This design comes from an exercise in tuning for small area, a short achievable clock period and few clock cycles per item on the open sky130 flow, not from production work. In this exercise RTL edits were held to simulation tests only and were not proved equivalent to the original.

`design/flow/design.v`:
```
module sha256_core #(
    parameter HOLD = 1
) (
    input  wire         clk,
    input  wire         st_ld,
    input  wire [255:0] st_val,
    input  wire         w_ld,
    input  wire [255:0] w_val,
    input  wire         w_ins,
    input  wire [31:0]  ins_val,
    input  wire         rnd_en,
    input  wire         ff_en,
    input  wire [31:0]  k,           
    input  wire [31:0]  x,
    input  wire [31:0]  y,
    output wire [255:0] st,
    output wire [255:0] fin,
    output wire [31:0]  w0
);
    reg [31:0] a, b, c, d, e, f, g, h;
    reg [31:0] w [0:14];
    reg [31:0] w15s, w15c;
    reg        w15i;             
    assign st = {a, b, c, d, e, f, g, h};
    assign w0 = w[0];
    wire [31:0] s1  = {e[5:0], e[31:6]} ^ {e[10:0], e[31:11]} ^ {e[24:0], e[31:25]};
    wire [31:0] ch  = (e & f) ^ (~e & g);
    wire [31:0] s0  = {a[1:0], a[31:2]} ^ {a[12:0], a[31:13]} ^ {a[21:0], a[31:22]};
    wire [31:0] mj  = (a & b) | (a & c) | (b & c);
    wire [31:0] us  = h ^ k ^ w[0];
    wire [31:0] uc  = ((h & k) | (h & w[0]) | (k & w[0])) << 1;
    wire [31:0] x1s = s1 ^ ch ^ s0;
    wire [31:0] x1c = ((s1 & ch) | (s1 & s0) | (ch & s0)) << 1;
    wire [31:0] z1s = us ^ uc ^ mj;
    wire [31:0] z1c = ((us & uc) | (us & mj) | (uc & mj)) << 1;
    wire [31:0] x2s = x1s ^ x1c ^ z1s;
    wire [31:0] x2c = ((x1s & x1c) | (x1s & z1s) | (x1c & z1s)) << 1;
    wire [31:0] x3s = x2s ^ x2c ^ z1c;
    wire [31:0] x3c = ((x2s & x2c) | (x2s & z1c) | (x2c & z1c)) << 1;
    wire [31:0] a_rnd = x3s + x3c;
    wire [31:0] vs  = d ^ us ^ uc;
    wire [31:0] vc  = ((d & us) | (d & uc) | (us & uc)) << 1;
    wire [31:0] y1s = s1 ^ ch ^ vs;
    wire [31:0] y1c = ((s1 & ch) | (s1 & vs) | (ch & vs)) << 1;
    wire [31:0] y2s = y1s ^ y1c ^ vc;
    wire [31:0] y2c = ((y1s & y1c) | (y1s & vc) | (y1c & vc)) << 1;
    wire [31:0] e_new = (ff_en ? h : y2s) + (ff_en ? y : y2c);
    wire [31:0] ls0 = {w[1][6:0], w[1][31:7]} ^ {w[1][17:0], w[1][31:18]} ^ (w[1] >> 3);
    wire [31:0] ls1 = {w[14][16:0], w[14][31:17]} ^ {w[14][18:0], w[14][31:19]} ^ (w[14] >> 10);
    wire [31:0] t1s = ls1 ^ w[9] ^ ls0;
    wire [31:0] t1c = ((ls1 & w[9]) | (ls1 & ls0) | (w[9] & ls0)) << 1;
    wire [31:0] ns  = t1s ^ t1c ^ w[0];
    wire [31:0] nc  = ((t1s & t1c) | (t1s & w[0]) | (t1c & w[0])) << 1;
    wire [31:0] ca   = ff_en ? d : w15s;
    wire [31:0] cb   = ff_en ? x : w15c;
    wire [31:0] csum = ca + cb;
    assign fin = {csum, a, b, c, e_new, e, f, g};
    integer i;
    generate
        if (HOLD) begin : g_hold
            wire shift = rnd_en | ff_en;
            always @(posedge clk) begin
                if (st_ld) begin
                    {a, b, c, d, e, f, g, h} <= st_val;
                end else if (shift) begin
                    a <= rnd_en ? a_rnd : csum;
                    b <= a;
                    c <= b;
                    d <= c;
                    e <= e_new;
                    f <= e;
                    g <= f;
                    h <= g;
                end
                if (w_ld) begin
                    for (i = 0; i < 8; i = i + 1)
                        w[i] <= w_val[255 - 32*i -: 32];
                end else if (rnd_en | w_ins) begin
                    for (i = 0; i < 14; i = i + 1)
                        w[i] <= w[i+1];
                    w[14] <= csum;
                    w15s  <= w_ins ? ins_val : ns;
                    w15c  <= w_ins ? 32'd0 : nc;
                end
            end
        end else begin : g_free
            always @(posedge clk) begin
                if (st_ld) begin
                    {a, b, c, d, e, f, g, h} <= st_val;
                end else begin
                    a <= ff_en ? csum : a_rnd;
                    b <= a;
                    c <= b;
                    d <= c;
                    e <= e_new;
                    f <= e;
                    g <= f;
                    h <= g;
                end
                for (i = 0; i < 14; i = i + 1)
                    w[i] <= w[i+1];
                w[14] <= w15i ? w15s : csum;
                w15s  <= w_ins ? ins_val : ns;
                w15c  <= w_ins ? 32'd0 : nc;
                w15i  <= w_ins;
            end
        end
    endgenerate
endmodule
module nasccl_schedgen (
    input  wire         clk,
    input  wire         rst,
    input  wire         start,
    input  wire [13:0]  table_count,
    input  wire [10:0]  seed_len,
    output wire         idle,
    input  wire         seed_valid,
    input  wire [7:0]   seed_data,
    output wire         seed_ready,
    output reg          out_valid,
    output wire [255:0] out_data,
    input  wire         out_ready
);
    localparam [255:0] SHA256_IV = {
        32'h6a09e667, 32'hbb67ae85, 32'h3c6ef372, 32'ha54ff53a,
        32'h510e527f, 32'h9b05688c, 32'h1f83d9ab, 32'h5be0cd19};
    localparam [31:0]  K0 = 32'h428a2f98;
    localparam [2:0] S_IDLE = 3'd0,    
                     S_INIT = 3'd1,    
                     S_COLL = 3'd2,    
                     S_XFER = 3'd3,    
                     S_ROT  = 3'd4,    
                     S_CMP  = 3'd5,    
                     S_HAND = 3'd6;    
    localparam [1:0] C_BLK = 2'd0, C_KEY = 2'd1, C_ITEM = 2'd2;
    reg  [2:0]   state;
    reg          idle_r;
    reg  [13:0]  tc_q;
    reg  [10:0]  sl_q;
    reg  [7:0]   xb;           
    reg          lng;          
    reg          sready;
    reg  [10:0]  cnt_in;       
    reg          bv_q, bl_q;   
    reg  [7:0]   bd_q;
    reg  [23:0]  stage;        
    reg  [1:0]   bpos;
    reg  [3:0]   wcnt;         
    reg          bfull;        
    reg          pdone;        
    reg          need80;       
    reg          lenblk;       
    reg          lastfull;     
    reg          lastblk;      
    reg          first_blk;
    reg          sdone;        
    reg          run, ffa;
    reg  [5:0]   rnd;
    reg  [1:0]   ffk;
    reg  [1:0]   ctx;
    reg          ffiv;         
    reg  [31:0]  kreg;         
    reg          runb, ffab;   
    reg  [3:0]   xs;           
    reg          mins;         
    reg  [3:0]   mph;          
    reg  [16:0]  ctr;          
    reg          a_real, b_real;
    reg  [255:0] ist, ost;     
    wire [255:0] a_st, b_st, a_fin, b_fin;
    wire [31:0]  a_w0, b_w0;
    assign idle       = idle_r;
    assign seed_ready = sready;
    assign out_data   = b_st;
    wire [8:0] tc_fold = {3'b000, tc_q[13:8]} + {1'b0, tc_q[7:0]};
    wire [7:0] tc_mod  = tc_fold[8]             ? tc_fold[7:0] + 8'd1 :
                         (tc_fold[7:0] == 8'hff) ? 8'd0 : tc_fold[7:0];
    wire        padok   = (state == S_COLL || (state == S_CMP && ctx == C_BLK)) && !bfull && !sdone;
    wire        pad_b   = padok && pdone && (bpos != 2'd0);      
    wire        pad_w   = padok && pdone && (bpos == 2'd0);      
    wire        push    = bv_q | pad_b;                          
    wire [7:0]  sb      = bv_q ? (bd_q ^ xb) : (need80 ? 8'h80 : 8'h00);
    wire        lenword = lenblk && !need80 && (wcnt == 4'd15);
    wire [31:0] pw      = need80 ? 32'h80000000 :
                          (lng && lenword) ? {18'd0, sl_q, 3'b000} : 32'd0;
    wire        sins    = (push && bpos == 2'd3) || pad_w;      
    wire        full    = sins && (wcnt == 4'd15);
    wire        marker  = need80 && (pad_b || pad_w);
    wire        in_rot  = (state == S_ROT);
    wire        in_xfer = (state == S_XFER);
    wire        mv_last = (wcnt == 4'd15);                       
    wire [31:0] rsrc    = (lng && wcnt[3]) ? 32'd0 : b_w0;       
    wire [31:0] mword   = (mph == 4'd1)  ? {15'd0, ctr} :
                          (mph == 4'd2)  ? 32'h80000000 :
                          (mph == 4'd15) ? 32'd576 : 32'd0;
    wire        a_ins   = mins || in_rot || in_xfer;
    wire [31:0] a_insv  = in_xfer ? b_w0 :
                          in_rot  ? (rsrc ^ 32'h36363636) : mword;
    wire        bconst  = runb && (rnd[5:3] == 3'b111);
    wire [31:0] cword   = (rnd[2:0] == 3'd0) ? 32'h80000000 :
                          (rnd[2:0] == 3'd7) ? 32'd768 : 32'd0;
    wire        b_ins   = sins || in_rot || in_xfer || bconst;
    wire [31:0] b_insv  = in_xfer ? b_w0 :
                          in_rot  ? (rsrc ^ 32'h5c5c5c5c) :
                          bconst  ? cword :
                          pad_w   ? pw : {stage, sb};
    wire cdone   = ffa && (ffk == 2'd3);
    wire hand_go = (state == S_HAND) && (!out_valid || out_ready) && (mph == 4'd15)
                   && !(out_valid && !a_real);
    wire rot_go  = in_rot && mv_last;
    wire xfer_go = in_xfer && mv_last;
    wire a_ld    = hand_go || rot_go || xfer_go;
    wire [255:0] a_ldv = (hand_go || (xfer_go && !first_blk)) ? ist : SHA256_IV;
    wire b_ld    = hand_go || rot_go;
    wire [255:0] b_ldv = hand_go ? ost : SHA256_IV;
    wire bw_ld   = cdone && (ctx == C_ITEM || (ctx == C_BLK && lastblk));
    reg  [31:0] k_nx;                              
    always @(*) begin
        case (rnd + 6'd1)
            6'd0:  k_nx = 32'h428a2f98; 6'd1:  k_nx = 32'h71374491;
            6'd2:  k_nx = 32'hb5c0fbcf; 6'd3:  k_nx = 32'he9b5dba5;
            6'd4:  k_nx = 32'h3956c25b; 6'd5:  k_nx = 32'h59f111f1;
            6'd6:  k_nx = 32'h923f82a4; 6'd7:  k_nx = 32'hab1c5ed5;
            6'd8:  k_nx = 32'hd807aa98; 6'd9:  k_nx = 32'h12835b01;
            6'd10: k_nx = 32'h243185be; 6'd11: k_nx = 32'h550c7dc3;
            6'd12: k_nx = 32'h72be5d74; 6'd13: k_nx = 32'h80deb1fe;
            6'd14: k_nx = 32'h9bdc06a7; 6'd15: k_nx = 32'hc19bf174;
            6'd16: k_nx = 32'he49b69c1; 6'd17: k_nx = 32'hefbe4786;
            6'd18: k_nx = 32'h0fc19dc6; 6'd19: k_nx = 32'h240ca1cc;
            6'd20: k_nx = 32'h2de92c6f; 6'd21: k_nx = 32'h4a7484aa;
            6'd22: k_nx = 32'h5cb0a9dc; 6'd23: k_nx = 32'h76f988da;
            6'd24: k_nx = 32'h983e5152; 6'd25: k_nx = 32'ha831c66d;
            6'd26: k_nx = 32'hb00327c8; 6'd27: k_nx = 32'hbf597fc7;
            6'd28: k_nx = 32'hc6e00bf3; 6'd29: k_nx = 32'hd5a79147;
            6'd30: k_nx = 32'h06ca6351; 6'd31: k_nx = 32'h14292967;
            6'd32: k_nx = 32'h27b70a85; 6'd33: k_nx = 32'h2e1b2138;
            6'd34: k_nx = 32'h4d2c6dfc; 6'd35: k_nx = 32'h53380d13;
            6'd36: k_nx = 32'h650a7354; 6'd37: k_nx = 32'h766a0abb;
            6'd38: k_nx = 32'h81c2c92e; 6'd39: k_nx = 32'h92722c85;
            6'd40: k_nx = 32'ha2bfe8a1; 6'd41: k_nx = 32'ha81a664b;
            6'd42: k_nx = 32'hc24b8b70; 6'd43: k_nx = 32'hc76c51a3;
            6'd44: k_nx = 32'hd192e819; 6'd45: k_nx = 32'hd6990624;
            6'd46: k_nx = 32'hf40e3585; 6'd47: k_nx = 32'h106aa070;
            6'd48: k_nx = 32'h19a4c116; 6'd49: k_nx = 32'h1e376c08;
            6'd50: k_nx = 32'h2748774c; 6'd51: k_nx = 32'h34b0bcb5;
            6'd52: k_nx = 32'h391c0cb3; 6'd53: k_nx = 32'h4ed8aa4a;
            6'd54: k_nx = 32'h5b9cca4f; 6'd55: k_nx = 32'h682e6ff3;
            6'd56: k_nx = 32'h748f82ee; 6'd57: k_nx = 32'h78a5636f;
            6'd58: k_nx = 32'h84c87814; 6'd59: k_nx = 32'h8cc70208;
            6'd60: k_nx = 32'h90befffa; 6'd61: k_nx = 32'ha4506ceb;
            6'd62: k_nx = 32'hbef9a3f7; default: k_nx = 32'hc67178f2;
        endcase
    end
    wire [31:0] ax  = ({32{xs[0]}} & ist[159:128]) | ({32{xs[1]}} & ist[191:160]) |
                      ({32{xs[2]}} & ist[223:192]) | ({32{xs[3]}} & ist[255:224]);
    wire [31:0] ay  = ({32{xs[0]}} & ist[31:0])    | ({32{xs[1]}} & ist[63:32])   |
                      ({32{xs[2]}} & ist[95:64])   | ({32{xs[3]}} & ist[127:96]);
    wire [31:0] bx  = ({32{xs[0]}} & ost[159:128]) | ({32{xs[1]}} & ost[191:160]) |
                      ({32{xs[2]}} & ost[223:192]) | ({32{xs[3]}} & ost[255:224]);
    wire [31:0] by  = ({32{xs[0]}} & ost[31:0])    | ({32{xs[1]}} & ost[63:32])   |
                      ({32{xs[2]}} & ost[95:64])   | ({32{xs[3]}} & ost[127:96]);
    wire [31:0] ivx = ({32{xs[0]}} & SHA256_IV[159:128]) | ({32{xs[1]}} & SHA256_IV[191:160]) |
                      ({32{xs[2]}} & SHA256_IV[223:192]) | ({32{xs[3]}} & SHA256_IV[255:224]);
    wire [31:0] ivy = ({32{xs[0]}} & SHA256_IV[31:0])    | ({32{xs[1]}} & SHA256_IV[63:32])   |
                      ({32{xs[2]}} & SHA256_IV[95:64])   | ({32{xs[3]}} & SHA256_IV[127:96]);
    sha256_core #(.HOLD(0)) u_a (
        .clk     (clk),
        .st_ld   (a_ld),
        .st_val  (a_ldv),
        .w_ld    (1'b0),
        .w_val   (256'd0),
        .w_ins   (a_ins),
        .ins_val (a_insv),
        .rnd_en  (run),
        .ff_en   (ffa),
        .k       (kreg),
        .x       (ffiv ? ivx : ax),
        .y       (ffiv ? ivy : ay),
        .st      (a_st),
        .fin     (a_fin),
        .w0      (a_w0)
    );
    sha256_core #(.HOLD(1)) u_b (
        .clk     (clk),
        .st_ld   (b_ld),
        .st_val  (b_ldv),
        .w_ld    (bw_ld),
        .w_val   (a_fin),
        .w_ins   (b_ins),
        .ins_val (b_insv),
        .rnd_en  (runb),
        .ff_en   (ffab),
        .k       (kreg),
        .x       (ffiv ? ivx : bx),
        .y       (ffiv ? ivy : by),
        .st      (b_st),
        .fin     (b_fin),
        .w0      (b_w0)
    );
    wire take    = seed_valid && sready;
    wire go      = hand_go || rot_go || xfer_go;      
    always @(posedge clk) begin
        if (idle_r) begin
            tc_q <= table_count;
            sl_q <= seed_len;
        end
        bd_q <= seed_data;
        bl_q <= (cnt_in + 11'd1 == sl_q);
        if (push)
            stage <= {stage[15:0], sb};
        if (cdone && ctx != C_ITEM)
            ist <= a_fin;
        if (cdone && ctx == C_KEY)
            ost <= b_fin;
        kreg <= (run && rnd != 6'd63) ? k_nx : K0;
        xs   <= (run && rnd == 6'd63) ? 4'b0001 : {xs[2:0], 1'b0};
    end
    always @(posedge clk) begin
        if (rst) begin
            state     <= S_IDLE;
            idle_r    <= 1'b1;
            out_valid <= 1'b0;
            sready    <= 1'b0;
            bv_q      <= 1'b0;
            run       <= 1'b0;
            ffa       <= 1'b0;
            runb      <= 1'b0;
            ffab      <= 1'b0;
            rnd       <= 6'd0;
            ffk       <= 2'd0;
            mins      <= 1'b0;
        end else begin
            bv_q <= take;
            if (take) begin
                cnt_in <= cnt_in + 11'd1;
                if ((cnt_in + 11'd1 == sl_q) || (lng && cnt_in[5:0] == 6'd63))
                    sready <= 1'b0;
            end
            if (push) begin
                bpos <= bpos + 2'd1;
                if (bv_q && bl_q)
                    pdone <= 1'b1;
            end
            if (sins)
                wcnt <= wcnt + 4'd1;
            if (full) begin
                bfull    <= 1'b1;
                lastfull <= lenword;
                sdone    <= lenword;
                lenblk   <= 1'b1;
            end else if (marker) begin
                lenblk   <= (wcnt <= 4'd13);
            end
            if (marker)
                need80 <= 1'b0;
            if (go) begin
                run  <= 1'b1;
                runb <= !xfer_go;
                rnd  <= 6'd0;
            end
            if (run) begin
                rnd <= rnd + 6'd1;
                if (rnd == 6'd63) begin
                    run  <= 1'b0;
                    runb <= 1'b0;
                    ffa  <= 1'b1;
                    ffab <= runb;
                    ffk  <= 2'd0;
                end
            end
            if (ffa) begin
                ffk <= ffk + 2'd1;
                if (ffk == 2'd3) begin
                    ffa  <= 1'b0;
                    ffab <= 1'b0;
                end
            end
            if (run && rnd == 6'd52 && ctx != C_BLK) begin
                mins <= 1'b1;
                mph  <= 4'd0;
            end else if (mins) begin
                mph <= mph + 4'd1;
                if (hand_go || state == S_IDLE)
                    mins <= 1'b0;
            end
            case (state)
                S_IDLE: begin
                    if (start) begin
                        idle_r <= 1'b0;
                        state  <= S_INIT;
                    end
                end
                S_INIT: begin
                    xb        <= tc_mod;
                    lng       <= (sl_q > 11'd64);
                    need80    <= (sl_q > 11'd64);
                    pdone     <= (sl_q == 11'd0);
                    sready    <= (sl_q != 11'd0);
                    cnt_in    <= 11'd0;
                    bpos      <= 2'd0;
                    wcnt      <= 4'd0;
                    bfull     <= 1'b0;
                    sdone     <= 1'b0;
                    lenblk    <= 1'b0;
                    first_blk <= 1'b1;
                    ctr       <= 17'd0;
                    a_real    <= 1'b0;
                    state     <= S_COLL;
                end
                S_COLL: begin
                    if (bfull) begin
                        wcnt  <= 4'd0;
                        state <= lng ? S_XFER : S_ROT;
                    end
                end
                S_XFER: begin
                    wcnt <= wcnt + 4'd1;
                    if (mv_last) begin
                        bfull   <= 1'b0;
                        lastblk <= lastfull;
                        ffiv    <= first_blk;
                        ctx     <= C_BLK;
                        sready  <= (cnt_in != sl_q);
                        state   <= S_CMP;
                    end
                end
                S_ROT: begin
                    wcnt <= wcnt + 4'd1;
                    if (mv_last) begin
                        ffiv  <= 1'b1;
                        ctx   <= C_KEY;
                        state <= S_CMP;
                    end
                end
                S_CMP: begin
                    if (cdone) begin
                        case (ctx)
                            C_BLK: begin
                                first_blk <= 1'b0;
                                if (lastblk) begin
                                    wcnt  <= 4'd0;
                                    state <= S_ROT;
                                end else begin
                                    state <= S_COLL;
                                end
                            end
                            C_KEY: begin
                                ffiv  <= 1'b0;
                                ctx   <= C_ITEM;
                                state <= S_HAND;
                            end
                            default: begin
                                out_valid <= b_real;
                                state     <= S_HAND;
                            end
                        endcase
                    end
                end
                S_HAND: begin
                    if (out_valid && out_ready) begin
                        out_valid <= 1'b0;
                        if (!a_real) begin
                            idle_r <= 1'b1;
                            state  <= S_IDLE;
                        end
                    end
                    if (hand_go) begin
                        b_real <= a_real;
                        a_real <= (ctr < {tc_q, 3'b000});
                        ctr    <= ctr + 17'd1;
                        state  <= S_CMP;
                    end
                end
                default: state <= S_IDLE;
            endcase
        end
    end
endmodule
```
`design/flow/flow/run.sh`:
```
#!/bin/bash
set -euo pipefail
W=$(pwd)

# ORFS synth.tcl, with the ABC arguments pointing at our script
sed "s|^source \$::env(SCRIPTS_DIR)/synth_preamble.tcl\$|&\nset abc_args [list -script $W/flow/abc.script {*}\$lib_args {*}\$lib_dont_use_args -constr \$::env(OBJECTS_DIR)/abc.constr]|" \
    "$FLOW_HOME/scripts/synth.tcl" > "$W/flow_synth.tcl"
grep -q "flow/abc.script" "$W/flow_synth.tcl"

# The standard flow's synthesis wrapper, sourcing the script above
sed "s|source \$::env(SCRIPTS_DIR)/synth.tcl|source $W/flow_synth.tcl|" "$W/synth_recipe.tcl" > "$W/flow_synth_recipe.tcl"
grep -q "flow_synth.tcl" "$W/flow_synth_recipe.tcl"

# standard.sh, using that wrapper and the port buffer cell
sed -e "s|SYNTH_SCRIPT=$W/synth_recipe.tcl|SYNTH_SCRIPT=$W/flow_synth_recipe.tcl|" \
    -e "s| SETUP_SLACK_MARGIN=5 | SETUP_SLACK_MARGIN=5.15 |" \
    -e "s|\"\${@:-finish}\"|\"BUFFER_PORTS_ARGS=-buffer_cell sky130_fd_sc_hd__buf_1\" \"CTS_ARGS=-sink_clustering_enable -repair_clock_nets -sink_clustering_size 25 -sink_clustering_max_diameter 60 -dont_use_dummy_load\" &|" \
    "$W/standard.sh" > "$W/flow_standard.sh"
grep -q "flow_synth_recipe.tcl" "$W/flow_standard.sh"
grep -q "BUFFER_PORTS_ARGS" "$W/flow_standard.sh"
grep -q "dont_use_dummy_load" "$W/flow_standard.sh"
grep -q " SETUP_SLACK_MARGIN=5.15 " "$W/flow_standard.sh"

RV="$W/orfs/results/sky130hd/nasccl_schedgen/base/1_2_yosys.v"
bash "$W/flow_standard.sh" "$RV" > "$W/flow_synth.log" 2>&1
cp "$RV" "$RV.synth"
python3 "$W/flow/pushinv.py" "$RV.synth" "$RV" > "$W/flow_pushinv.log" 2>&1
touch -r "$RV.synth" "$RV"
bash "$W/flow_standard.sh" > "$W/flow_standard.log" 2>&1
test -f "$W/out/final.def"
```
`design/flow/flow/abc.script`:
```
strash
dch
map -D 3000 -B 0.9
topo
stime -c
buffer -c
upsize -c
dnsize -c
```
`design/flow/flow/pushinv.py`:
```
#!/usr/bin/env python3
"""Push inverters through full-adder cells in a flat Yosys netlist.

A full adder is self-dual: FA(~a, ~b, ~c) = (~sum, ~cout), and a two-input
XOR absorbs an inversion of any input or of its output by becoming an XNOR
(and back). Synthesis leaves inverters between chained sky130 fa cells and
around xor/xnor cells; this pass chooses, for every fa cell, whether to use it
in inverted polarity, and for every xor/xnor cell which of the two to use, so
that fewer inverters are needed, and rewrites the netlist accordingly. Every
other cell, every register and every port keeps its connections' logic
values, so the netlist computes exactly what it did before.

usage: pushinv.py IN.v OUT.v
"""
import re
import sys
from collections import defaultdict

OUTP = {'X', 'Y', 'Q', 'Q_N', 'SUM', 'COUT', 'HI', 'LO'}
INV = 'sky130_fd_sc_hd__inv_1'


def main():
    src, dst = sys.argv[1], sys.argv[2]
    txt = open(src).read()
    m = re.search(r'\n(\s*sky130_fd_sc_hd__\w+\s+\S+\s*\()', txt)
    head = txt[:m.start()]
    tail = txt[txt.rindex('endmodule'):]
    body = txt[m.start():txt.rindex('endmodule')]
    insts = re.findall(r'\s*(sky130_fd_sc_hd__\w+)\s+(\S+)\s*\((.*?)\);', body, re.S)
    if sum(1 for _ in re.finditer(r'\);', body)) != len(insts):
        sys.exit('pushinv: unexpected netlist format')
    cells = []
    for ct, nm, pb in insts:
        pins = [(p, n.strip()) for p, n in re.findall(r'\.(\w+)\(([^()]*)\)', pb)]
        cells.append([ct, nm, pins])

    ports = set()
    for d in re.findall(r'^\s*(?:input|output)\s+(?:\[(\d+):(\d+)\]\s+)?(\S+);', head, re.M):
        hi, lo, name = d
        if hi:
            for b in range(int(lo), int(hi) + 1):
                ports.add('%s[%d]' % (name, b))
        else:
            ports.add(name)

    drv = {}
    for i, (ct, nm, pins) in enumerate(cells):
        for p, n in pins:
            if p in OUTP:
                drv[n] = (i, p)

    def is_inv(i):
        ct = cells[i][0]
        if not (ct.startswith('sky130_fd_sc_hd__inv_') or ct.startswith('sky130_fd_sc_hd__clkinv_')):
            return False
        out = dict(cells[i][2])['Y']
        return out not in ports

    inv = set(i for i in range(len(cells)) if is_inv(i))

    def root(n):
        par = 0
        while n in drv and drv[n][0] in inv:
            n = dict(cells[drv[n][0]][2])['A']
            par ^= 1
        return n, par

    fa = [i for i, c in enumerate(cells) if c[0].startswith('sky130_fd_sc_hd__fa_')]
    faset = set(fa)
    XT = {}   # xor/xnor cell type -> (its xor type, is xnor)
    for d in ('1', '2', '4'):
        XT['sky130_fd_sc_hd__xor2_' + d] = ('sky130_fd_sc_hd__xor2_' + d, 0)
        XT['sky130_fd_sc_hd__xnor2_' + d] = ('sky130_fd_sc_hd__xor2_' + d, 1)
    xo = [i for i, c in enumerate(cells) if c[0] in XT]
    xoset = set(xo)
    flip = defaultdict(int)
    fa_of_root = {}
    for i in fa:
        for p, n in cells[i][2]:
            if p in ('SUM', 'COUT'):
                fa_of_root[n] = i
    for i in xo:
        for p, n in cells[i][2]:
            if p in ('X', 'Y'):
                fa_of_root[n] = i

    # requirements: root -> [(cell, pin index, parity)]
    req = defaultdict(list)
    for i, (ct, nm, pins) in enumerate(cells):
        if i in inv:
            continue
        for k, (p, n) in enumerate(pins):
            if p in OUTP:
                continue
            r, par = root(n)
            req[r].append((i, k, par))
    # output ports driven through inverters are not possible here (kept above),
    # but a port net may be a root read by nothing: nothing to do for it.

    def src_flip(r):
        i = fa_of_root.get(r)
        return flip[i] if i is not None else 0

    def cost(r):
        s = src_flip(r)
        for (i, k, par) in req[r]:
            if i in xoset:
                continue
            if par ^ (flip[i] if i in faset else 0) ^ s:
                return 1
        return 0

    nets_of = defaultdict(set)
    for r in req:
        if r in fa_of_root:
            nets_of[fa_of_root[r]].add(r)
        for (i, k, par) in req[r]:
            if i in faset:
                nets_of[i].add(r)
    for i in fa:
        for p, n in cells[i][2]:
            if p in ('SUM', 'COUT'):
                nets_of[i].add(n)
    for i in xo:
        for p, n in cells[i][2]:
            if p in ('X', 'Y'):
                nets_of[i].add(n)

    before = len(inv)
    fixed = set(i for i in fa + xo if any(p in OUTP and n in ports for p, n in cells[i][2]))
    for _ in range(30):
        changed = False
        for i in fa + xo:
            if i in fixed:
                continue
            ns = nets_of[i]
            c0 = sum(cost(r) for r in ns)
            flip[i] ^= 1
            c1 = sum(cost(r) for r in ns)
            if c1 < c0:
                changed = True
            else:
                flip[i] ^= 1
        if not changed:
            break

    # rewrite
    newinv = {}
    extra_wires = []
    out_cells = []
    for i, (ct, nm, pins) in enumerate(cells):
        if i in inv:
            continue
        if i in xoset:
            base, t = XT[ct]
            e = 0
            ins = []
            out = None
            for p, n in pins:
                if p in OUTP:
                    out = n
                    continue
                r, par = root(n)
                e ^= par ^ src_flip(r)
                ins.append((p, r))
            t ^= e ^ flip[i]
            nct = base if t == 0 else base.replace('xor2', 'xnor2')
            out_cells.append((nct, nm, ins + [('Y' if t else 'X', out)]))
            continue
        newpins = []
        for k, (p, n) in enumerate(pins):
            if p in OUTP:
                newpins.append((p, n))
                continue
            r, par = root(n)
            need = par ^ (flip[i] if i in faset else 0) ^ src_flip(r)
            if need:
                if r not in newinv:
                    w = '_pinv%d_' % len(newinv)
                    newinv[r] = w
                    extra_wires.append(w)
                newpins.append((p, newinv[r]))
            else:
                newpins.append((p, r))
        out_cells.append((ct, nm, newpins))
    for r, w in newinv.items():
        out_cells.append((INV, '_pinvc%s' % w[5:], [('A', r), ('Y', w)]))

    lines = [head.rstrip('\n')]
    for w in extra_wires:
        lines.append('  wire %s;' % w)
    for ct, nm, pins in out_cells:
        lines.append('  %s %s (' % (ct, nm))
        lines.append(',\n'.join('    .%s(%s)' % (p, n + ' ' if n.startswith('\\') else n) for p, n in pins))
        lines.append('  );')
    lines.append(tail)
    open(dst, 'w').write('\n'.join(lines))
    print('pushinv: fa cells %d (%d flipped), xor/xnor cells %d (%d flipped), inverters %d -> %d'
          % (len(fa), sum(flip[i] for i in fa), len(xo), sum(flip[i] for i in xo), before, len(newinv)))


if __name__ == '__main__':
    main()
```
`design/flow/standard.sh`:
```
#!/bin/bash
# synth_recipe.tcl (not shown) runs the flow's synth.tcl, then flattens the netlist and writes it again
# the make line also repeats each setting of config.mk as NAME=value (left out here)
make -C /OpenROAD-flow-scripts/flow DESIGN_CONFIG=/design/flow/config.mk WORK_HOME=/design/flow/orfs CLKGATE_MAP_FILE= SYNTH_SCRIPT=/design/flow/synth_recipe.tcl "${@:-finish}"
```
`design/flow/config.mk`:
```
export PLATFORM = sky130hd
export DESIGN_NAME = nasccl_schedgen
export DESIGN_NICKNAME = nasccl_schedgen
export VERILOG_FILES = /design/flow/design.v
export SDC_FILE = /design/flow/constraint.sdc
export NUM_CORES = 8
export LEC_CHECK = 0
export ABC_AREA = 1
export CAP_MARGIN = 20
export CORE_MARGIN = 2
export CORE_UTILIZATION = 40
export CTS_CLUSTER_DIAMETER = 60
export CTS_CLUSTER_SIZE = 25
export PLACE_DENSITY = 0.75
export SETUP_SLACK_MARGIN = 5
export SLEW_MARGIN = 20
```
`design/flow/constraint.sdc`:
```
create_clock -name core_clock -period 10.0 [get_ports {clk}]
set_input_delay 2.0000 -clock core_clock [delete_from_list [all_inputs] [get_ports {clk}]]
set_output_delay 2.0000 -clock core_clock [all_outputs]
set_load 0.01 [all_outputs]
```
==> out/summary.txt, run 1 <==
Reg-to-reg endpoint -> u_b.a[31]
CTS Buf Count -> 156
Max Cap Viol -> 0
Worst-path clk slew -> 0.09 ns
Type of origin of the critical path -> register
CTS Hold Buffers Added -> 0
Hold Path Depth -> 0
I/O pin count -> 297
R2R depth -> 16
Critical path data arrival time -> 5.63 ns
Period utilisation layout -> 0.5054
Worst Path Required -> 10.58 ns
Multi-input gate area -> 49,120 µm²
Vias post-DR -> 87,440
Commonest non-fill, non-tap cell in the layout -> nand2_1
Worst rel slew slack -> 0.1221
Worst slew pin tran -> 1.303 ns
CP Class -> reg2reg
CORE AREA -> 282,500 µm²
Routed vias/inst -> 5.881
Worst min-delay path startpoint -> u_a.w[3][8]
Die ar. -> 288,500 µm²
CTS tree -> done
Critical Path Fanout Max -> 3
Total grt overflow -> 0
Initial antenna violation count -> 31
Flop2flop setup slack -> 4.95 ns
Antenna-violating nets left -> 0
Largest net degree at the start of global routing -> 145
RSZ-0062 raised after global routing -> true
Most frequent cells in the layout -> nand2_1 (1,906), edfxtp_1 (1,420), inv_1 (1,049)
Reg2reg start -> u_b.h[30]
Initial core utilization -> 0.4024
Crit path largest cell delay -> 0.70 ns
Hold endpoint -> u_a.w[2][8]
Total track usage -> 0.3078
Final min period -> 5.054 ns
CP top delay family -> adder cells
Mapped Cells -> 10,830
First-pass GRT wire length -> 622,800 µm
DRT iter0 DRCs -> 13,900
Critical Path Sink Type -> register
Cells along the critical path -> fa_1 > inv_1 > fa_1 > fa_1 > inv_1 > fa_1 > ha_1 > inv_1 > nor3_1 > nand2_1 > nor4_1 > a221oi_2 > nand3_1 > nand3_1 > nand3_1 > nand2_1
Die span in y -> 537.1 µm
Status -> complete, no violations
WL/cell -> 30.75 µm
I/O Buffers -> 296
Number of global-route vias before repair -> 81,080
Setup_tns -> 0 ns
Utilization after layout -> 0.4480
Worst skew pair latency -> 0.91 ns
CTS sink count -> 2,285
Final Hold Vio Count -> 0
Num rows -> 195
Buf/Inv on CP -> 3
Synthesized area -> 113,700 µm²
Synthesized area per cell -> 10.50 µm²
Final GP Congestion -> 1.089
Register area -> 60,230 µm²
Layout cell share with drive strength beyond 1 -> 0.1077
DRC -> 0
Slew Viols, Final -> 0
Final wirelength -> 457,200 µm
Worst Hold Class -> reg2reg
Yosys synthesis warning count -> 5
Layout area overhead -> 11.34%
Chip Width -> 537.1 µm
CTS root buffer -> clkbuf_16
Htree depth -> 4
Fill count -> 26,280
Syn Nets -> 11,720
Nets@finish -> 12,000
Fmax -> 197.9 MHz
Final HPWL DP -> 346,300 µm
CP max-delay cell -> fa_1
CTS Buffer Depth -> 4
Worst Clk Skew -> 0.1074 ns
First-pass DRT Iterations -> 7
Final setup viols -> 0
CP dominant cell by count -> fa_1
==> worst max path at each step <==
| stage | cells past startpoint | slack [ns] | startpoint | end |
|---|---|---|---|---|
| floorplan | 3 | 2.25 | ctx[1] | ctx[0] |
| global placement | 13 | 3.86 | out_ready | u_a.a[25] |
| detailed placement | 13 | 3.85 | out_ready | u_a.a[25] |
| CTS | 16 | 4.87 | u_b.e[5] | u_b.a[31] |
| global route | 17 | 4.85 | u_b.e[3] | u_b.a[31] |
| finish | 16 | 4.95 | u_b.h[30] | u_b.a[31] |
==> sequential cells by signal, summed over array words and instances, names as in the netlist, 256 cells and up <==
signal	cells
u_a.w	480
ist	256
u_b.w	480
ost	256
==> worst reg2reg max path, cell delays in order, from the launching register on <==
cell and delay, ns:
edfxtp_1 0.67, fa_1 0.71, inv_1 0.07, fa_1 0.46, fa_1 0.54, inv_1 0.05, fa_1 0.54, ha_1 0.42
inv_1 0.09, nor3_1 0.26, nand2_1 0.13, nor4_1 0.26, a221oi_2 0.17, nand3_1 0.11, nand3_1 0.10, nand3_1 0.10
nand2_1 0.08
==> through the flow <==
| step | cell area (µm²) | hold WS, ns | instances | setup WS (ns) |
|---|---|---|---|---|
| after floorplan | 113800 | 0.3096 | 10830 | 2.249 |
| after global placement | 117600 | 0.3097 | 14400 | 3.862 |
| after detailed placement | 117600 | 0.3121 | 14400 | 3.845 |
| after CTS | 124000 | 0.2686 | 14710 | 4.868 |
| after global routing | 126500 | 0.2771 | 14850 | 4.854 |
| final | 126600 | 0.2738 | 14870 | 4.946 |
==> layout make-up <==
type,count,share of cell area
Timing Repair Buffer,702,0.03560
Timing Repair inverter,1,0.00003954
Tap cell,3743,0.03700
Multi-Input combinational cell,6885,0.3880
Inverter,1076,0.03229
Sequential cell,2285,0.4758
Clock buffer,156,0.03084
Antenna cell,20,0.0003954
==> per-layer routing <==
metal | global-route usage | vias up | share of wire
met5 | 0 | - | 0.00036
met4 | 0.1996 | 26 | 0.082
met3 | 0.1057 | 1328 | 0.15
met2 | 0.4233 | 6831 | 0.40
met1 | 0.4105 | 42540 | 0.37
li1 | - | 36720 | -
==> what timing repair did <==
action | CTS | global route
gates cloned | 1 | 3
buffers inserted | 150 | 136
gates resized for setup | 387 | 394
pin swaps | 88 | 110
endpoints found under the setup margin | 360 | 555
Testbench counts, summed over its fixed seeds: cycles 57,258, items 712.
==> run 2, diff against run 1 <==
--- a/design/flow/flow/run.sh
+++ b/design/flow/flow/run.sh
@@ -14,5 +14,5 @@
 # standard.sh, using that wrapper and the port buffer cell
 sed -e "s|SYNTH_SCRIPT=$W/synth_recipe.tcl|SYNTH_SCRIPT=$W/flow_synth_recipe.tcl|" \
-    -e "s| SETUP_SLACK_MARGIN=5 | SETUP_SLACK_MARGIN=5.15 |" \
+    -e "s| SETUP_SLACK_MARGIN=5 | SETUP_SLACK_MARGIN=5.3 |" \
     -e "s|\"\${@:-finish}\"|\"BUFFER_PORTS_ARGS=-buffer_cell sky130_fd_sc_hd__buf_1\" \"CTS_ARGS=-sink_clustering_enable -repair_clock_nets -sink_clustering_size 25 -sink_clustering_max_diameter 60 -dont_use_dummy_load\" &|" \
     "$W/standard.sh" > "$W/flow_standard.sh"
@@ -20,5 +20,5 @@
 grep -q "BUFFER_PORTS_ARGS" "$W/flow_standard.sh"
 grep -q "dont_use_dummy_load" "$W/flow_standard.sh"
-grep -q " SETUP_SLACK_MARGIN=5.15 " "$W/flow_standard.sh"
+grep -q " SETUP_SLACK_MARGIN=5.3 " "$W/flow_standard.sh"
 
 RV="$W/orfs/results/sky130hd/nasccl_schedgen/base/1_2_yosys.v"
--- a/design/flow/config.mk
+++ b/design/flow/config.mk
@@ -12,5 +12,4 @@
 export CTS_CLUSTER_DIAMETER = 60
 export CTS_CLUSTER_SIZE = 25
-export PLACE_DENSITY = 0.75
 export SETUP_SLACK_MARGIN = 5
 export SLEW_MARGIN = 20
==> run 2 against run 1 <==
Net effect:
- wire length rose by 11%
- hold slack improved by 0.021 ns
- core utilization rose by 1.6 points
- critical path depth rose by 2
- via count rose by 0.94%
- maximum frequency rose by 1.3%
- synthesized area did not move
- synthesized cell count did not move
==> out/summary.txt, run 2 <==
Status -> complete, no violations (unchanged)
WHS -> 0.2945 ns (was 0.2738 ns)
Final Hold Vio Count -> 0 (unchanged)
I/O pin count -> 297 (unchanged)
CP Class -> reg2reg (unchanged)
Utilization after layout -> 0.4637 (was 0.4480)
Final setup viols -> 0 (unchanged)
CP top delay family -> adder cells (unchanged)
Setup WS post-layout -> 5.011 ns (was 4.946 ns)
CTS sink count -> 2,285 (unchanged)
Number of global-route vias before repair -> 84,070 (was 81,080)
CTS root buffer -> clkbuf_16 (unchanged)
Final GP Congestion -> 1.044 (was 1.089)
Synthesized area -> 113,700 µm² (unchanged)
Most frequent cells in the layout -> nand2_1 (1,856), edfxtp_1 (1,420), inv_1 (1,035) (was nand2_1 (1,906), edfxtp_1 (1,420), inv_1 (1,049))
DRC -> 0 (unchanged)
WL/cell -> 33.74 µm (was 30.75 µm)
Fill count -> 26,480 (was 26,280)
Max Cap Viol -> 0 (unchanged)
I/O Buffers -> 296 (unchanged)
Fmax -> 200.4 MHz (was 197.9 MHz)
Top flop regs -> u_a.w: 480 flops, u_b.w: 480 flops (unchanged)
Final wirelength -> 507,000 µm (was 457,200 µm)
Period utilisation layout -> 0.4989 (was 0.5054)
Mapped Cells -> 10,830 (unchanged)
Initial core utilization -> 0.4024 (unchanged)
Place WS -> 3.822 ns (was 3.845 ns)
First-pass GRT wire length -> 683,700 µm (was 622,800 µm)
Worst skew pair latency -> 0.94 ns (was 0.91 ns)
Initial antenna violation count -> 66 (was 31)
Area post-placement -> 117,600 µm² (about the same)
Buf/Inv on CP -> 2 (was 3)
Hold endpoint -> u_a.w[3][8] (was u_a.w[2][8])
Htree depth -> 4 (unchanged)
Flop2flop setup slack -> 5.01 ns (was 4.95 ns)
Critical Path Fanout Max -> 4 (was 3)
Layout area overhead -> 15.24% (was 11.34%)
Worst slew pin tran -> 1.278 ns (was 1.303 ns)
Die span in y -> 537.1 µm (unchanged)
Worst Clk Skew -> 0.09854 ns (was 0.1074 ns)
Synthesized area per cell -> 10.50 µm² (unchanged)
Worst Path Required -> 10.67 ns (was 10.58 ns)
Total track usage -> 0.3432 (was 0.3078)
Worst Hold Class -> reg2reg (unchanged)
Worst-path clk slew -> 0.09 ns (about the same)
CTS Buffer Depth -> 4 (unchanged)
CTS Hold Buffers Added -> 0 (unchanged)
Vias post-DR -> 88,260 (was 87,440)
Antenna-violating nets left -> 0 (unchanged)
Layout cell share with drive strength beyond 1 -> 0.1465 (was 0.1077)
R2R depth -> 18 (was 16)
Hold Path Depth -> 0 (unchanged)
Critical Path Sink Type -> register (unchanged)
CTS tree -> done (unchanged)
RSZ-0062 raised after global routing -> true (unchanged)
Total grt overflow -> 0 (unchanged)
Yosys synthesis warning count -> 5 (unchanged)
Worst rel slew slack -> 0.1388 (was 0.1221)
Final min period -> 4.989 ns (was 5.054 ns)
CP max-delay cell -> fa_2 (was fa_1)
Type of origin of the critical path -> register (unchanged)
Chip Width -> 537.1 µm (unchanged)
Routed vias/inst -> 5.873 (was 5.881)
Syn Nets -> 11,720 (unchanged)
Final instance area -> 131,000 µm² (was 126,600 µm²)
Crit path largest cell delay -> 0.71 ns (was 0.70 ns)
Final HPWL DP -> 380,400 µm (was 346,300 µm)
DRT iter0 DRCs -> 12,050 (was 13,900)
Largest net degree at the start of global routing -> 149 (was 145)
Num rows -> 195 (unchanged)
Critical path data arrival time -> 5.66 ns (was 5.63 ns)
Slew Viols, Final -> 0 (unchanged)
CORE AREA -> 282,500 µm² (unchanged)
Reg-to-reg endpoint -> ost[125] (was u_b.a[31])
Nets@finish -> 12,150 (was 12,000)
Cells along the critical path -> buf_12 > fa_2 > fa_1 > fa_2 > fa_2 > nand2_2 > nand2_2 > ha_4 > buf_4 > a21oi_4 > o21ai_2 > a21oi_2 > nand3_4 > nand2_2 > o211ai_1 > a21oi_1 > nand2_1 > and2_1 (was fa_1 > inv_1 > fa_1 > fa_1 > inv_1 > fa_1 > ha_1 > inv_1 > nor3_1 > nand2_1 > nor4_1 > a221oi_2 > nand3_1 > nand3_1 > nand3_1 > nand2_1)
Worst min-delay path startpoint -> u_a.w[4][8] (was u_a.w[3][8])
Die ar. -> 288,500 µm² (unchanged)
Setup_tns -> 0 ns (unchanged)
CTS Buf Count -> 181 (was 156)
First-pass DRT Iterations -> 6 (was 7)
Commonest non-fill, non-tap cell in the layout -> nand2_1 (unchanged)
Reg2reg start -> u_b.h[18] (was u_b.h[30])
-- run 2: cell type report --
| cell class | count | area [µm²] | area share |
|---|---|---|---|
| diodes | 31 | 77.57 | 0.0005921 |
| flip-flops and latches | 2285 | 60300 | 0.4602 |
| inverters | 1076 | 4105 | 0.03133 |
| repair inverters | 2 | 10.01 | 0.00007640 |
| repair buffers | 824 | 6136 | 0.04683 |
| multi-input cells | 6886 | 51180 | 0.3906 |
| well taps | 3743 | 4683 | 0.03575 |
| clock buffers | 181 | 4529 | 0.03457 |
-- run 2: stage by stage --
step | std cells
after floorplan | 10830
after global placement | 14390
after detailed placement | 14390
after CTS | 14870
after global routing | 15010
final | 15030
-- run 2: repair_timing --
| action | in CTS | in global routing |
|---|---|---|
| buffers inserted | 288 | 125 |
| endpoints found under the setup margin | 1221 | 531 |
| gates resized for setup | 808 | 517 |
| gates cloned | 10 | 2 |
| pin swaps | 180 | 208 |
-- run 2: metal layers --
metal  track usage  routed length (µm)  vias up
li1              -                   -    37080
met1        0.4447              191600    44540
met2        0.5139              220000     5450
met3       0.07161               51800     1157
met4        0.2410               43410       34
met5             0                 234        -
-- run 2: worst max-delay path by stage --
| stage | from | endpoint | slack (ns) | depth (start not counted) |
|---|---|---|---|---|
| after detailed placement | out_ready | u_a.e[28] | 3.82 | 12 |
| after floorplan | ctx[1] | ctx[0] | 2.25 | 3 |
| final | u_b.h[18] | ost[125] | 5.01 | 18 |
| after global routing | u_b.w[0][17] | u_b.e[30] | 4.92 | 18 |
| after global placement | out_ready | u_b.b[20] | 3.81 | 10 |
| after CTS | u_b.h[18] | ost[125] | 5.12 | 17 |
==> run 3, diff against run 2 <==
--- a/design/flow/flow/run.sh
+++ b/design/flow/flow/run.sh
@@ -14,11 +14,11 @@
 # standard.sh, using that wrapper and the port buffer cell
 sed -e "s|SYNTH_SCRIPT=$W/synth_recipe.tcl|SYNTH_SCRIPT=$W/flow_synth_recipe.tcl|" \
-    -e "s| SETUP_SLACK_MARGIN=5 | SETUP_SLACK_MARGIN=5.3 |" \
-    -e "s|\"\${@:-finish}\"|\"BUFFER_PORTS_ARGS=-buffer_cell sky130_fd_sc_hd__buf_1\" \"CTS_ARGS=-sink_clustering_enable -repair_clock_nets -sink_clustering_size 25 -sink_clustering_max_diameter 60 -dont_use_dummy_load\" &|" \
+    -e "s| SETUP_SLACK_MARGIN=5 | SETUP_SLACK_MARGIN=5.15 |" \
+    -e "s|\"\${@:-finish}\"|\"BUFFER_PORTS_ARGS=-buffer_cell sky130_fd_sc_hd__buf_1\" \"CTS_ARGS=-sink_clustering_enable -repair_clock_nets -sink_clustering_size 28 -sink_clustering_max_diameter 70 -dont_use_dummy_load\" &|" \
     "$W/standard.sh" > "$W/flow_standard.sh"
 grep -q "flow_synth_recipe.tcl" "$W/flow_standard.sh"
 grep -q "BUFFER_PORTS_ARGS" "$W/flow_standard.sh"
 grep -q "dont_use_dummy_load" "$W/flow_standard.sh"
-grep -q " SETUP_SLACK_MARGIN=5.3 " "$W/flow_standard.sh"
+grep -q " SETUP_SLACK_MARGIN=5.15 " "$W/flow_standard.sh"
 
 RV="$W/orfs/results/sky130hd/nasccl_schedgen/base/1_2_yosys.v"
==> run 3 against run 2 <==
Net effect:
- cell area is 2.2% lower
- final cell count is 0.71% lower
- hold slack worse by 0.030 ns
- flip-flop and latch count stayed put
- non-clock buffer count is 68 lower
- still clean
- core utilization is 1.0 points lower
- wire length is 0.49% lower
- clock skew is 0.021 ns higher
==> out/summary.txt, run 3 <==
Routed vias/inst -> 5.874 (was 5.873)
Setup_tns -> 0 ns (unchanged)
Die ar. -> 288,500 µm² (unchanged)
CP max-delay cell -> fa_2 (unchanged)
RSZ-0062 raised after global routing -> true (unchanged)
Worst slew pin tran -> 1.301 ns (was 1.278 ns)
Mapped Cells -> 10,830 (unchanged)
Chip Width -> 537.1 µm (unchanged)
WL/cell -> 33.81 µm (was 33.74 µm)
Worst Path Required -> 10.56 ns (was 10.67 ns)
Number of global-route vias before repair -> 83,280 (was 84,070)
Critical Path Sink Type -> register (unchanged)
Type of origin of the critical path -> register (unchanged)
Worst rel slew slack -> 0.1295 (was 0.1388)
DRC -> 0 (unchanged)
Largest net degree at the start of global routing -> 149 (unchanged)
Initial antenna violation count -> 60 (was 66)
Final wirelength -> 504,500 µm (was 507,000 µm)
Critical Path Fanout Max -> 4 (unchanged)
Final instance area -> 128,200 µm² (was 131,000 µm²)
CTS Buf Count -> 153 (was 181)
Top flop regs -> u_a.w: 480 flops, u_b.w: 480 flops (unchanged)
Total grt overflow -> 0 (unchanged)
Utilization after layout -> 0.4536 (was 0.4637)
Final GP Congestion -> 1.044 (unchanged)
Antenna-violating nets left -> 0 (unchanged)
CTS tree -> done (unchanged)
Worst skew pair latency -> 0.90 ns (was 0.94 ns)
Worst-path clk slew -> 0.11 ns (was 0.09 ns)
Cells along the critical path -> buf_12 > fa_2 > fa_1 > fa_2 > fa_2 > nand2_2 > nand2_2 > ha_4 > nand2_4 > nor4_4 > nand2_1 > nand3_4 > nand2_2 > o211ai_1 > a21oi_1 > or2_1 > nand2_1 > a21oi_1 (was buf_12 > fa_2 > fa_1 > fa_2 > fa_2 > nand2_2 > nand2_2 > ha_4 > buf_4 > a21oi_4 > o21ai_2 > a21oi_2 > nand3_4 > nand2_2 > o211ai_1 > a21oi_1 > nand2_1 > and2_1)
CTS root buffer -> clkbuf_16 (unchanged)
Max Cap Viol -> 0 (unchanged)
Final min period -> 5.047 ns (was 4.989 ns)
Initial core utilization -> 0.4024 (unchanged)
I/O pin count -> 297 (unchanged)
Nets@finish -> 12,050 (was 12,150)
CTS Hold Buffers Added -> 0 (unchanged)
CORE AREA -> 282,500 µm² (unchanged)
Layout area overhead -> 12.73% (was 15.24%)
I/O Buffers -> 296 (unchanged)
Most frequent cells in the layout -> nand2_1 (1,896), edfxtp_1 (1,420), inv_1 (1,048) (was nand2_1 (1,856), edfxtp_1 (1,420), inv_1 (1,035))
Status -> complete, no violations (unchanged)
Slew Viols, Final -> 0 (unchanged)
DRT iter0 DRCs -> 13,060 (was 12,050)
Final setup viols -> 0 (unchanged)
Commonest non-fill, non-tap cell in the layout -> nand2_1 (unchanged)
Layout cell share with drive strength beyond 1 -> 0.1214 (was 0.1465)
Fmax -> 198.1 MHz (was 200.4 MHz)
Synthesized area -> 113,700 µm² (unchanged)
Worst Clk Skew -> 0.1197 ns (was 0.09854 ns)
Syn Nets -> 11,720 (unchanged)
CP Class -> reg2reg (unchanged)
Total track usage -> 0.3427 (was 0.3432)
Period utilisation layout -> 0.5047 (was 0.4989)
CTS Buffer Depth -> 4 (unchanged)
Synthesized area per cell -> 10.50 µm² (unchanged)
First-pass GRT wire length -> 682,300 µm (was 683,700 µm)
Critical path data arrival time -> 5.60 ns (was 5.66 ns)
Final HPWL DP -> 380,400 µm (unchanged)
Htree depth -> 4 (unchanged)
First-pass DRT Iterations -> 8 (was 6)
Die span in y -> 537.1 µm (unchanged)
Area post-placement -> 117,600 µm² (unchanged)
Num rows -> 195 (unchanged)
Vias post-DR -> 87,650 (was 88,260)
Crit path largest cell delay -> 0.73 ns (was 0.71 ns)
Yosys synthesis warning count -> 5 (unchanged)
CTS sink count -> 2,285 (unchanged)
Worst Hold Class -> reg2reg (unchanged)
Final Hold Vio Count -> 0 (unchanged)
-- run 3: changes by cell type in the layout (fill, tap and decap cells not counted), sizes merged --
cell      before  now
bufbuf         5    6
clkinv         2    3
diode         31   21
nand3        226  225
clkbuf       184  154
clkinvlp       5    4
buf          816  749
-- run 3: area by class of cell --
cell class	instances	area, µm²
antenna	21	52.55
timing repair inverter	2	10.01
inverter	1076	4093
tap	3743	4683
clock buffer	153	3829
timing repair buffer	756	5348
multi-input combinational	6885	49870
fill	26700	154400
sequential	2285	60270
-- run 3: final timing paths --
kind	to	cells after the start	slack (ns)	startpoint
setup reg to reg	u_b.e[28]	18	4.95	u_b.h[18]
hold / removal	u_a.w[6][22]	0	0.26	u_a.w[7][22]
setup / recovery	u_b.e[28]	18	4.95	u_b.h[18]
hold reg to reg	u_a.w[6][22]	0	0.26	u_a.w[7][22]
-- run 3: critical path, delay by kind of cell (launching register included) --
family	cells	cell delay (ns)
flip-flops	1	0.45
buffers and inverters	1	0.18
AO/OA/AOI/OAI	3	0.38
AND/OR/NAND/NOR	9	1.10
adder cells (fa/ha/maj)	5	2.60
-- run 3: what timing repair did --
item                                     CTS  global route
gates cloned                              10             1
endpoints found under the setup margin  1046           536
pin swaps                                140           105
buffers inserted                         230           115
gates resized for setup                  623           369
-- run 3: stage by stage --
stage / std cells / setup slack [ns] / hold slack (ns)
after floorplan: 10830 / 2.249 / 0.3096
after global placement: 14390 / 3.814 / 0.3098
after detailed placement: 14390 / 3.822 / 0.3121
after CTS: 14780 / 5.044 / 0.2694
after global routing: 14900 / 4.834 / 0.2697
final: 14920 / 4.953 / 0.2647
-- run 3: metal layers --
| metal | up-vias | global-route usage | share of wire |
|---|---|---|---|
| met5 | - | 0 | 0.00034 |
| met4 | 28 | 0.2416 | 0.085 |
| met3 | 1144 | 0.06679 | 0.10 |
| met2 | 5474 | 0.5117 | 0.43 |
| met1 | 44140 | 0.4482 | 0.38 |
| li1 | 36860 | - | - |
==> run 4, diff against run 3 <==
--- a/design/flow/flow/run.sh
+++ b/design/flow/flow/run.sh
@@ -1,3 +1,17 @@
 #!/bin/bash
+# Layout flow: the standard flow (standard.sh) with two changes:
+#  - synthesis: the final ABC technology mapping uses flow/abc.script (the ORFS
+#    area script with a 3000 ps delay target for "map"). Registers, flattening
+#    and renaming are those of the standard synthesis.
+#  - placement: every input and output port still gets a buffer, but a
+#    sky130_fd_sc_hd__buf_1 (BUFFER_PORTS_ARGS) instead of the default pick.
+#  - clock tree: the standard CTS arguments (clock net repair, sink
+#    clustering of at most 28 sinks within 70 um) plus -dont_use_dummy_load.
+#  - after synthesis, flow/pushinv.py chooses the polarity of each full-adder
+#    cell (a full adder is self-dual) and whether each xor/xnor cell is an xor
+#    or an xnor, so that fewer inverters are needed around them; the netlist
+#    computes the same function, with the same registers, ports and names.
+# Every other step is the standard one. Tool output goes to flow_standard.log
+# and the ORFS logs under orfs/logs.
 set -euo pipefail
 W=$(pwd)
@@ -14,5 +28,4 @@
 # standard.sh, using that wrapper and the port buffer cell
 sed -e "s|SYNTH_SCRIPT=$W/synth_recipe.tcl|SYNTH_SCRIPT=$W/flow_synth_recipe.tcl|" \
-    -e "s| SETUP_SLACK_MARGIN=5 | SETUP_SLACK_MARGIN=5.15 |" \
     -e "s|\"\${@:-finish}\"|\"BUFFER_PORTS_ARGS=-buffer_cell sky130_fd_sc_hd__buf_1\" \"CTS_ARGS=-sink_clustering_enable -repair_clock_nets -sink_clustering_size 28 -sink_clustering_max_diameter 70 -dont_use_dummy_load\" &|" \
     "$W/standard.sh" > "$W/flow_standard.sh"
@@ -20,5 +33,4 @@
 grep -q "BUFFER_PORTS_ARGS" "$W/flow_standard.sh"
 grep -q "dont_use_dummy_load" "$W/flow_standard.sh"
-grep -q " SETUP_SLACK_MARGIN=5.15 " "$W/flow_standard.sh"
 
 RV="$W/orfs/results/sky130hd/nasccl_schedgen/base/1_2_yosys.v"
==> run 4 against run 3 <==
Net effect:
- count of clock-buffer cells in the layout unchanged
- core utilization decreased by 0.58 points
- wire length decreased by 0.48%
- synthesized area unchanged
- die area unchanged
- synthesized cell count unchanged
- critical path depth increased by 1
- register-to-register slack got worse by 0.03 ns
- highest routed layer unchanged
==> out/summary.txt, run 4 <==
Max Cap Viol -> 0 (unchanged)
CTS Buffer Depth -> 4 (unchanged)
Crit path from -> u_b.h[18] (unchanged)
CTS Hold Buffers Added -> 0 (unchanged)
Yosys synthesis warning count -> 5 (unchanged)
Worst Clk Skew -> 0.1216 ns (was 0.1197 ns)
Fmax -> 196.8 MHz (was 198.1 MHz)
I/O Buffers -> 296 (unchanged)
Routed vias/inst -> 5.868 (was 5.874)
Chip Width -> 537.1 µm (unchanged)
Worst Path Required -> 10.55 ns (was 10.56 ns)
Status -> complete, no violations (unchanged)
First-pass DRT Iterations -> 6 (was 8)
Nets@finish -> 11,970 (was 12,050)
Total grt overflow -> 0 (unchanged)
Antenna-violating nets left -> 0 (unchanged)
Number of global-route vias before repair -> 82,980 (was 83,280)
Placed cell count -> 14,390 (unchanged)
CP Class -> reg2reg (unchanged)
Layout cell share with drive strength beyond 1 -> 0.1017 (was 0.1214)
Final min period -> 5.081 ns (was 5.047 ns)
Worst-path clk slew -> 0.11 ns (about the same)
Met3 WL -> 50,500 µm (was 50,870 µm)
Initial antenna violation count -> 65 (was 60)
Total track usage -> 0.3410 (was 0.3427)
CTS sink count -> 2,285 (unchanged)
Mapped Cells -> 10,830 (unchanged)
DRT iter0 DRCs -> 12,720 (was 13,060)
First-pass GRT wire length -> 679,000 µm (was 682,300 µm)
Worst rel slew slack -> 0.1026 (was 0.1295)
Highest routed metal layer -> met5 (unchanged)
Most frequent cells in the layout -> nand2_1 (1,913), edfxtp_1 (1,420), inv_1 (1,054) (was nand2_1 (1,896), edfxtp_1 (1,420), inv_1 (1,048))
Worst skew pair latency -> 0.90 ns (about the same)
Largest net degree at the start of global routing -> 149 (unchanged)
RSZ-0062 raised after global routing -> true (unchanged)
Critical Path Fanout Max -> 4 (unchanged)
Slew Viols, Final -> 0 (unchanged)
DRT met1 WL -> 191,300 µm (was 191,800 µm)
I/O pin count -> 297 (unchanged)
Final instance area -> 126,500 µm² (was 128,200 µm²)
Final GP Congestion -> 1.044 (unchanged)
Reg2reg start -> u_b.h[18] (unchanged)
Critical path data arrival time -> 5.63 ns (was 5.60 ns)
Initial core utilization -> 0.4024 (unchanged)
CTS tree -> done (unchanged)
Worst slew pin tran -> 1.332 ns (was 1.301 ns)
Vias post-DR -> 87,110 (was 87,650)
Top flop regs -> u_a.w: 480 flops, u_b.w: 480 flops (unchanged)
Type of origin of the critical path -> register (unchanged)
Worst min-delay path startpoint -> u_a.w[7][22] (unchanged)
Final wirelength -> 502,100 µm (was 504,500 µm)
Setup_tns -> 0 ns (unchanged)
Worst Hold Class -> reg2reg (unchanged)
Htree depth -> 4 (unchanged)
Final Hold Vio Count -> 0 (unchanged)
Layout area overhead -> 11.29% (was 12.73%)
Synthesized area -> 113,700 µm² (unchanged)
Die ar. -> 288,500 µm² (unchanged)
Critical Path Sink Type -> register (unchanged)
CTS Buf Count -> 153 (unchanged)
Num rows -> 195 (unchanged)
CORE AREA -> 282,500 µm² (unchanged)
Syn Nets -> 11,720 (unchanged)
Setup WS post-layout -> 4.919 ns (was 4.953 ns)
Final setup viols -> 0 (unchanged)
CTS root buffer -> clkbuf_16 (unchanged)
Post-layout instance count excluding filler cells -> 14,840 (was 14,920)
Period utilisation layout -> 0.5081 (was 0.5047)
Area post-placement -> 117,600 µm² (unchanged)
Commonest non-fill, non-tap cell in the layout -> nand2_1 (unchanged)
Synthesized area per cell -> 10.50 µm² (unchanged)
WL/cell -> 33.83 µm (was 33.81 µm)
DRC -> 0 (unchanged)
Place WS -> 3.822 ns (unchanged)
Final HPWL DP -> 380,400 µm (unchanged)
Met2 wire len -> 217,800 µm (was 218,700 µm)
Die span in y -> 537.1 µm (unchanged)
run 4: final timing paths:
check                           slack [ns]  depth (start not counted)            to
worst min register to register        0.27                          0  u_a.w[6][22]
worst max register to register        4.92                         19     u_b.e[28]
worst min-delay path                  0.27                          0  u_a.w[6][22]
worst max-delay path                  4.92                         19     u_b.e[28]
run 4: metrics by stage:
step           utilization  hold WS [ns]
2_1_floorplan            -        0.3096
6_report            0.4478        0.2660
4_1_cts             0.4415        0.2694
3_5_place_dp        0.4161        0.3121
5_1_grt             0.4477        0.2697
3_3_place_gp        0.4160        0.3098
run 4: final cells by class:
type / instances / area [µm²]
repair inverters: 2 / 10.01
multi-input cells: 6884 / 49010
clock buffers: 153 / 3829
fillers: 26830 / 156000
flip-flops and latches: 2285 / 60180
inverters: 1076 / 4080
diodes: 23 / 57.56
repair buffers: 678 / 4663
well taps: 3743 / 4683
run 4: worst max-delay path, stage by stage (launching register included):
cell      delay (ns)
edfxtp_1        0.45
buf_12          0.18
fa_2            0.70
fa_1            0.50
fa_2            0.50
fa_2            0.36
nand2_2         0.09
o21ai_1         0.09
ha_2            0.43
buf_4           0.16
nand2_8         0.05
nor4_4          0.20
nand2_1         0.14
nand3_4         0.15
nand2_2         0.06
o211ai_1        0.17
a21oi_1         0.15
or2_1           0.23
nand2_1         0.07
a21oi_1         0.06
run 4: metal layers:
| metal | vias up | global-route usage |
|---|---|---|
| met1 | 43950 | 0.4476 |
| li1 | 36700 | - |
| met2 | 5266 | 0.5127 |
| met5 | - | 0 |
| met3 | 1155 | 0.06338 |
| met4 | 36 | 0.2336 |
run 4: what timing repair did:
item / 4_1_cts / 5_1_grt
setup buffers: 192 / 76
gates resized for setup: 412 / 321
hold endpoints to repair: 0 / 0
pin swaps: 68 / 93
setup endpoints to repair: 900 / 310
cloned: 7 / 2

-- re-timing with driven ports --
The flow's constraints put no driver on any port. The routed layouts listed below were extracted and timed again, unchanged, in two steps. Step 1 sets driving cells, clkbuf_16 on the clock port and buf_2 on the other inputs (assumed; they add their load-dependent delay and slew). Step 2 moves the port delays by t, midway between the first and last clock arrival at a register: inputs arrive t later, outputs are due t later. That takes back most of the time a late clock gives input paths. a / b / c = no drivers / after step 1 / after step 2; a / b = the first two.
run | shift t [ns] | slack for setup (ns) | worst setup path after step 2 | worst data-port slew with drivers (ns) | pins driven straight from the clock port
run 1 | 0.955 | 4.946 / 4.946 / 4.433 | input to register | 0.04 | 1
run 2 | 0.986 | 5.011 / 5.011 / 4.408 | input to register | 0.04 | 1
run 3 | 0.944 | 4.953 / 4.953 / 4.316 | input to register | 0.04 | 1
run 4 | 0.939 | 4.919 / 4.919 / 4.295 | input to register | 0.04 | 1
After both steps every run listed still meets setup and hold. For run 3, which loses most, drivers alone change the setup slack by 0.000 ns; drivers and shift together by -0.637 ns.
